Source: an optimization exercise on an open RTL-to-GDS flow (aim: small area, a short achievable clock period and few clock cycles). Production flows keep margins and buffers that such runs may drop.
Where RTL was checked, it was by simulation tests only, not by an equivalence proof against the original.
Power figures rest on the tool's default switching activity, not on a simulated workload.

// bms_codec
module bms_codec (
    input  wire        clk,
    input  wire        rst,
    input  wire        req_valid,
    output wire        req_ready,
    input  wire [31:0] req_desc,
    input  wire [7:0]  req_count,
    input  wire [7:0]  req_counter,
    input  wire        in_valid,
    output wire        in_ready,
    input  wire [7:0]  in_data,
    output wire        out_valid,
    input  wire        out_ready,
    output wire [7:0]  out_data,
    output wire        out_last,
    output wire [2:0]  out_status
);
==> flow/config.mk <==
export PLATFORM = sky130hd
export DESIGN_NAME = bms_codec
export DESIGN_NICKNAME = bms_codec
export VERILOG_FILES = /design/flow/design.v
export SDC_FILE = /design/flow/constraint.sdc
export NUM_CORES = 4
export LEC_CHECK = 0
export CAP_MARGIN = 20
export CORE_MARGIN = 2
export CORE_UTILIZATION = 40
export CTS_CLUSTER_DIAMETER = 100
export CTS_CLUSTER_SIZE = 30
export PLACE_DENSITY = 0.6
export SLEW_MARGIN = 20
==> flow/constraint.sdc <==
create_clock -name core_clock -period 9.0 [get_ports {clk}]
set_input_delay 1.8000 -clock core_clock [delete_from_list [all_inputs] [get_ports {clk}]]
set_output_delay 1.8000 -clock core_clock [all_outputs]
set_load 0.01 [all_outputs]
standard.sh (not shown) runs the stock make flow with config.mk's settings and CLKGATE_MAP_FILE= SYNTH_SCRIPT=/design/flow/synth_recipe.tcl, a recipe that flattens the netlist after the stock synthesis.
==> flow/flow/run.sh <==
#!/bin/bash
# Standard layout, with timing repair aiming at a setup slack of MARGIN ns.
set -euo pipefail
MARGIN=6
sed "s/\"\\\${@:-finish}\"/SETUP_SLACK_MARGIN=$MARGIN &/" standard.sh > standard_margin.sh
grep -q "SETUP_SLACK_MARGIN=$MARGIN" standard_margin.sh
bash standard_margin.sh > make_finish.log 2>&1
Rerun with:
--- a/flow/design.v
+++ b/flow/design.v
@@ -66,18 +66,18 @@
     reg         i_port;
     reg  [3:0]  i_n1;            
     reg  [15:0] i_cmd;           
     reg  [1:0]  i_rank;          
     reg         i_hdr;           
     reg  [2:0]  i_col;           
     reg  [3:0]  i_srem;          
     reg  [4:0]  i_row;           
-    reg         w_v, w_rd, w_c0, w_c6, w_c7, w_last;
-    reg  [15:0] w_we;            
+    reg         w_v, w_st, w_rd, w_c0, w_c6, w_c7, w_last;
+    reg  [3:0]  w_row;
     reg  [7:0]  w_data;
     reg  [9:0]  rcrc_q;          
     reg         hi_ok_q;         
     reg  [7:0]  exp_lo_q;        
     reg  [1:0]  rank_m_q;        
     reg  [767:0] mem;
     reg         p_v, p_fr, p_cmdk, p_wr, p_rd, p_one;
     reg  [3:0]  p_n1;
@@ -87,16 +87,19 @@
     reg  [15:0] c_cmd;
     reg  [2:0]  c_stat;
     reg         s_hdr;
     reg  [7:0]  s_coh;           
     reg  [3:0]  s_srem;
     reg         s_ls;            
     reg         o_v, o_last, o_pay, o_c0, o_c5;
     reg  [7:0]  o_data;
+    reg  [7:0]  h_data;
+    reg         h_last;
+    reg  [2:0]  h_stat;
     reg  [2:0]  o_stat;
     reg  [9:0]  wcrc_q;
     assign req_ready  = req_ready_q;
     assign in_ready   = in_ready_q;
     assign out_valid  = o_v;
     assign out_data   = o_data;
     assign out_last   = o_last;
     assign out_status = o_stat;
@@ -179,17 +182,17 @@
     wire pop     = p_v & (~c_v | c_end);
     wire s_rowrd = ~s_hdr & ~c_one & s_coh[5];
     wire s_rdpay = ~s_hdr & ~c_one & ~s_coh[6] & ~s_coh[7];    
     wire [3:0] rs = rdf_q[3:0];
     genvar gr;
     generate
         for (gr = 0; gr < 16; gr = gr + 1) begin : g_row
             always @(posedge clk)
-                if (w_we[gr] || (iss && s_rdpay && rs == gr))
+                if ((w_v && w_st && w_row == gr) || (iss && s_rdpay && rs == gr))
                     mem[gr*48 +: 48] <= {w_data, mem[gr*48+8 +: 40]};
         end
     endgenerate
     wire [63:0] m1;
     wire [31:0] m2;
     wire [15:0] m3;
     generate
         for (gr = 0; gr < 8; gr = gr + 1) begin : g_m1
@@ -200,39 +203,39 @@
         end
         for (gr = 0; gr < 2; gr = gr + 1) begin : g_m3
             assign m3[gr*8 +: 8] = rs[2] ? m2[(2*gr+1)*8 +: 8] : m2[(2*gr)*8 +: 8];
         end
     endgenerate
     wire [7:0] rbyte = rs[3] ? m3[15:8] : m3[7:0];
     wire [7:0] sbyte = s_hdr ? hbyte : c_one ? 8'h00 : rbyte;
     wire [9:0] wcrc_byte, wcrc_full;
-    bms_crc10_byte u_wcrc (.crc_in(o_c0 ? CRC10_SEED : wcrc_q), .data(o_data),
+    bms_crc10_byte u_wcrc (.crc_in(o_c0 ? CRC10_SEED : wcrc_q), .data(h_data),
                            .crc_out(wcrc_byte));
     bms_crc10_ctr  u_wfold (.crc_in(wcrc_byte), .ctr(6'd0), .crc_out(wcrc_full));
     wire s_phi = c_wr & ~s_hdr & s_coh[6];
     wire s_plo = c_wr & ~s_hdr & s_coh[7];
+    wire [7:0] o_data_nx = s_phi ? {6'd0, wcrc_full[9:8]} : s_plo ? wcrc_q[7:0] : sbyte;
+    wire [2:0] o_stat_nx = (c_one & s_last) ? c_stat : ST_OK;
     always @(posedge clk) begin
         if (rst) begin
             req_ready_q <= 1'b1;
             in_ready_q  <= 1'b0;
             alloc_q     <= 5'd0;
             rdf_q       <= 5'd0;
             i_busy      <= 1'b0;
             i_done      <= 1'b0;
             i_inph      <= 1'b0;
             i_new       <= 1'b0;
             w_v         <= 1'b0;
-            w_we        <= 16'd0;
             p_v         <= 1'b0;
             c_v         <= 1'b0;
             o_v         <= 1'b0;
         end else begin
             w_v <= in_fire;
-            w_we <= {16{in_fire & pos_store}} & (16'd1 << i_row[3:0]);
             if (req_fire) begin
                 i_busy <= 1'b1;
                 i_done <= 1'b0;
                 i_inph <= d_opb | d_opc;
             end else begin
                 if (push)
                     i_busy <= 1'b0;
                 i_done <= (i_done | n_noin | w_done) & p_v;
@@ -268,21 +271,23 @@
             if (iss && s_rowrd)
                 rdf_q <= rdf_q + 5'd1;
             else if (iss && c_one && c_fr)
                 rdf_q <= rdf_q + {1'b0, s_srem} + 5'd1;    
             if (advance)
                 o_v <= iss;
         end
         w_data <= in_data;
+        w_st   <= pos_store;
         w_rd   <= i_opc & ~i_hdr;
         w_c0   <= (i_col == 3'd0);
         w_c6   <= (i_col == 3'd6);
         w_c7   <= (i_col == 3'd7);
         w_last <= pos_last;
+        w_row  <= i_row[3:0];
         if (req_fire) begin
             i_legal <= (d_kind != K_ILL);
             i_opb   <= d_opb;
             i_opc   <= d_opc;
             i_port <= d_port;
             i_n1   <= req_count[3:0] - 4'd1;
             i_cmd  <= d_cmd | {10'd0, req_counter[5:0]};    
             i_rank <= R_OK;
@@ -355,20 +360,25 @@
                     s_coh <= {s_coh[6:0], 1'b0};
             end else if (s_send) begin
                 s_coh  <= 8'b0000_0001;
                 s_srem <= s_srem - 4'd1;
                 s_ls   <= (s_srem == 4'd1);
             end else
                 s_coh <= {s_coh[6:0], 1'b0};
         end
+        o_data <= advance ? o_data_nx : h_data;
+        o_last <= advance ? s_last    : h_last;
+        o_stat <= advance ? o_stat_nx : h_stat;
+        if (iss) begin       
+            h_data <= o_data_nx;
+            h_last <= s_last;
+            h_stat <= o_stat_nx;
+        end
         if (advance) begin
-            o_data <= s_phi ? {6'd0, wcrc_full[9:8]} : s_plo ? wcrc_q[7:0] : sbyte;
             o_pay  <= c_wr & ~s_hdr & ~s_coh[6] & ~s_coh[7];
             o_c0   <= s_coh[0];
             o_c5   <= s_coh[5];
-            o_last <= s_last;
-            o_stat <= (c_one & s_last) ? c_stat : ST_OK;
             if (o_v && o_pay)
                 wcrc_q <= o_c5 ? wcrc_full : wcrc_byte;
         end
     end
 endmodule
Result: The new run finished clean. Routed wire length grows by about 8%. Via count increases by about 9%. Die area increases by about 0.8%. Clock skew decreases by 0.017 ns. Register-to-register slack loses 0.03 ns. Worst setup slack loses 0.15 ns. Power decreases by 3.8%. Clock-buffer cell count decreases by 10. Final area increases by about 6%. Area after synthesis rises by about 0.8%. Critical path depth grows by 13. Global-route usage goes up by 0.81 points. Worst hold slack stays flat.
Testbench counts after the change, summed over its fixed seeds: cycles 68,260.
Only the layout flow was run in the first run of this note; the RTL was not checked for function there.

* * *

## old
Another version of the RTL of bms_codec (not shown whole).
Size in the first run: about 1,800 cells after synthesis, about 960 flip-flops, about 76 I/O pins, ~35,000 um2 of cells after synthesis.
Settings: LEC_CHECK=0, CAP_MARGIN=20, CORE_MARGIN=2, CORE_UTILIZATION=40, CTS_CLUSTER_DIAMETER=100, CTS_CLUSTER_SIZE=30, PLACE_DENSITY=0.6, SLEW_MARGIN=20; clock period 9.0 ns.
Scripts as last shown in full above: flow/flow/run.sh
old: no failed stages, no open violations at the end
Relative to old, the following input files were edited for new:
-- flow/design.v --
<<< old, line 91
    reg  [3:0]  s_srem;
    reg         s_ls;            
    reg         o_v, o_last, o_pay, o_c0, o_c5;
    reg  [7:0]  o_data;
    reg  [7:0]  o_cdata;         
    reg  [2:0]  o_stat;
    reg  [9:0]  wcrc_q;
    assign req_ready  = req_ready_q;
    assign in_ready   = in_ready_q;
>>> new, line 91
    reg  [3:0]  s_srem;
    reg         s_ls;            
    reg         o_v, o_last;
    reg  [7:0]  o_data;
    reg  [2:0]  o_stat;
    reg         oh_last;
    reg  [7:0]  oh_data;
    reg  [2:0]  oh_stat;
    reg         k_v, k_last, k_pay, k_c0, k_c5;
    reg  [7:0]  k_data;
    reg  [2:0]  k_stat;
    reg  [9:0]  wcrc_q;          
    assign req_ready  = req_ready_q;
    assign in_ready   = in_ready_q;
<<< old, line 104
    wire req_fire = req_valid & req_ready_q;
    wire in_fire  = in_valid & in_ready_q;
    wire advance  = ~o_v | out_ready;
    wire [3:0]  d_op     = req_desc[19:16];
    wire        d_port   = req_desc[22];
>>> new, line 109
    wire req_fire = req_valid & req_ready_q;
    wire in_fire  = in_valid & in_ready_q;
    wire o_take   = ~o_v | out_ready;       
    wire [3:0]  d_op     = req_desc[19:16];
    wire        d_port   = req_desc[22];
<<< old, line 176
    wire s_send  = c_wr ? s_coh[7] : s_coh[5];
    wire s_last  = c_one | (s_hdr ? (c_cmdk & s_coh[3]) : (s_send & s_ls));
    wire iss     = advance & c_v;
    wire c_end   = iss & s_last;
    wire pop     = p_v & (~c_v | c_end);
    wire s_rowrd = ~s_hdr & ~c_one & s_coh[5];
    wire [7:0] o_data_nx;
    wire s_rdpay = ~s_hdr & ~c_one & ~s_coh[6] & ~s_coh[7];    
    wire [3:0] rs = rdf_q[3:0];
>>> new, line 181
    wire s_send  = c_wr ? s_coh[7] : s_coh[5];
    wire s_last  = c_one | (s_hdr ? (c_cmdk & s_coh[3]) : (s_send & s_ls));
    wire iss     = c_v & ~k_v;
    wire c_end   = iss & s_last;
    wire pop     = p_v & (~c_v | c_end);
    wire s_rowrd = ~s_hdr & ~c_one & s_coh[5];
    wire s_rdpay = ~s_hdr & ~c_one & ~s_coh[6] & ~s_coh[7];    
    wire [3:0] rs = rdf_q[3:0];
<<< old, line 208
    wire [7:0] sbyte = s_hdr ? hbyte : c_one ? 8'h00 : rbyte;
    wire [9:0] wcrc_byte, wcrc_full;
    bms_crc10_byte u_wcrc (.crc_in(o_c0 ? CRC10_SEED : wcrc_q), .data(o_cdata),
                           .crc_out(wcrc_byte));
    bms_crc10_ctr  u_wfold (.crc_in(wcrc_byte), .ctr(6'd0), .crc_out(wcrc_full));
    wire s_phi = c_wr & ~s_hdr & s_coh[6];
    wire s_plo = c_wr & ~s_hdr & s_coh[7];
    assign o_data_nx = s_phi ? {6'd0, wcrc_full[9:8]} : s_plo ? wcrc_q[7:0] : sbyte;
    always @(posedge clk) begin
        if (rst) begin
>>> new, line 212
    wire [7:0] sbyte = s_hdr ? hbyte : c_one ? 8'h00 : rbyte;
    wire [9:0] wcrc_byte, wcrc_full;
    bms_crc10_byte u_wcrc (.crc_in(k_c0 ? CRC10_SEED : wcrc_q), .data(k_data),
                           .crc_out(wcrc_byte));
    bms_crc10_ctr  u_wfold (.crc_in(wcrc_byte), .ctr(6'd0), .crc_out(wcrc_full));
    wire s_phi = c_wr & ~s_hdr & s_coh[6];
    wire s_plo = c_wr & ~s_hdr & s_coh[7];
    wire [7:0] o_data_nx = s_phi ? {6'd0, wcrc_full[9:8]} : s_plo ? wcrc_q[7:0] : sbyte;
    wire [2:0] o_stat_nx = (c_one & s_last) ? c_stat : ST_OK;
    always @(posedge clk) begin
        if (rst) begin
<<< old, line 228
            c_v         <= 1'b0;
            o_v         <= 1'b0;
        end else begin
            w_v <= in_fire;
>>> new, line 233
            c_v         <= 1'b0;
            o_v         <= 1'b0;
            k_v         <= 1'b0;
        end else begin
            w_v <= in_fire;
<<< old, line 271
            else if (iss && c_one && c_fr)
                rdf_q <= rdf_q + {1'b0, s_srem} + 5'd1;    
            if (advance)
                o_v <= iss;
        end
        w_data <= in_data;
>>> new, line 277
            else if (iss && c_one && c_fr)
                rdf_q <= rdf_q + {1'b0, s_srem} + 5'd1;    
            o_v <= ~o_take | k_v | iss;
            k_v <= ~o_take & (k_v | iss);
        end
        w_data <= in_data;
<<< old, line 364
                s_coh <= {s_coh[6:0], 1'b0};
        end
        if (advance) begin
            o_data  <= o_data_nx;
            if (c_wr && s_rdpay)
                o_cdata <= rbyte;
            o_pay  <= c_wr & ~s_hdr & ~s_coh[6] & ~s_coh[7];
            o_c0   <= s_coh[0];
            o_c5   <= s_coh[5];
            o_last <= s_last;
            o_stat <= (c_one & s_last) ? c_stat : ST_OK;
            if (o_v && o_pay)
                wcrc_q <= o_c5 ? wcrc_full : wcrc_byte;
        end
    end
>>> new, line 370
                s_coh <= {s_coh[6:0], 1'b0};
        end
        o_data <= o_take ? (k_v ? k_data : o_data_nx) : oh_data;
        o_last <= o_take ? (k_v ? k_last : s_last)    : oh_last;
        o_stat <= o_take ? (k_v ? k_stat : o_stat_nx) : oh_stat;
        if (o_take && (k_v || iss)) begin
            oh_data <= k_v ? k_data : o_data_nx;
            oh_last <= k_v ? k_last : s_last;
            oh_stat <= k_v ? k_stat : o_stat_nx;
        end
        if (iss) begin
            k_data <= o_data_nx;
            k_last <= s_last;
            k_stat <= o_stat_nx;
            k_pay  <= c_wr & ~s_hdr & ~s_coh[6] & ~s_coh[7];
            k_c0   <= s_coh[0];
            k_c5   <= s_coh[5];
            if (k_pay)
                wcrc_q <= k_c5 ? wcrc_full : wcrc_byte;
        end
    end
Results
new: net count after synthesis is 97 higher than what old reported.
Combinational group share of total power on new is down relative to old.
Diff old -> new: share of the cycle needed by the critical path after routing lost 0.54 points, total power neither gained nor lost much, global-route wire length before repair lost about 8%, final net count neither gained nor lost much.
old → new: die height went up by about 1%, routability-driven placement congestion ratio has decreased.
Testbench counts of new, summed over its fixed seeds: cycles 68,260.
Function not checked in old: the RTL went through the layout flow alone.

[separate check: timing with driven ports]
No port has a modelled driver above. Below, the same layouts with a new extraction and two added sets of constraints. Step 1 sets driving cells, clkbuf_16 on the clock port and buf_2 on the other inputs (assumed; they add their load-dependent delay and slew). Step 2 adds t to the input delays and takes it off the output delays; t is the mean of the earliest and latest rising clock arrival at the registers after step 1. Input paths then give back, and output paths get back, about the clock's delay inside the block. Three values: ideal, step 1, step 2; two values: the first two.
| run | shift t [ns] | setup slack, ns | worst setup path at the end | clock arrival spread, ns | worst register clock-pin slew, ns |
|---|---|---|---|---|---|
| the first run of note 1 | 0.659 | 5.945 / 5.885 / 5.330 | input to register | 0.051 / 0.051 | 0.12 / 0.12 |
| the second run of note 1 | 0.667 | 5.798 / 5.825 / 5.159 | input to register | 0.031 / 0.031 | 0.11 / 0.11 |
| old | 0.668 | 5.929 / 5.951 / 5.282 | input to register | 0.040 / 0.041 | 0.12 / 0.12 |
| new | 0.667 | 5.977 / 5.965 / 5.400 | input to register | 0.040 / 0.039 | 0.11 / 0.11 |
After both steps setup and hold are still met in every run listed. For old, which loses most, drivers alone change the setup slack by +0.022 ns; drivers and shift together by -0.647 ns.
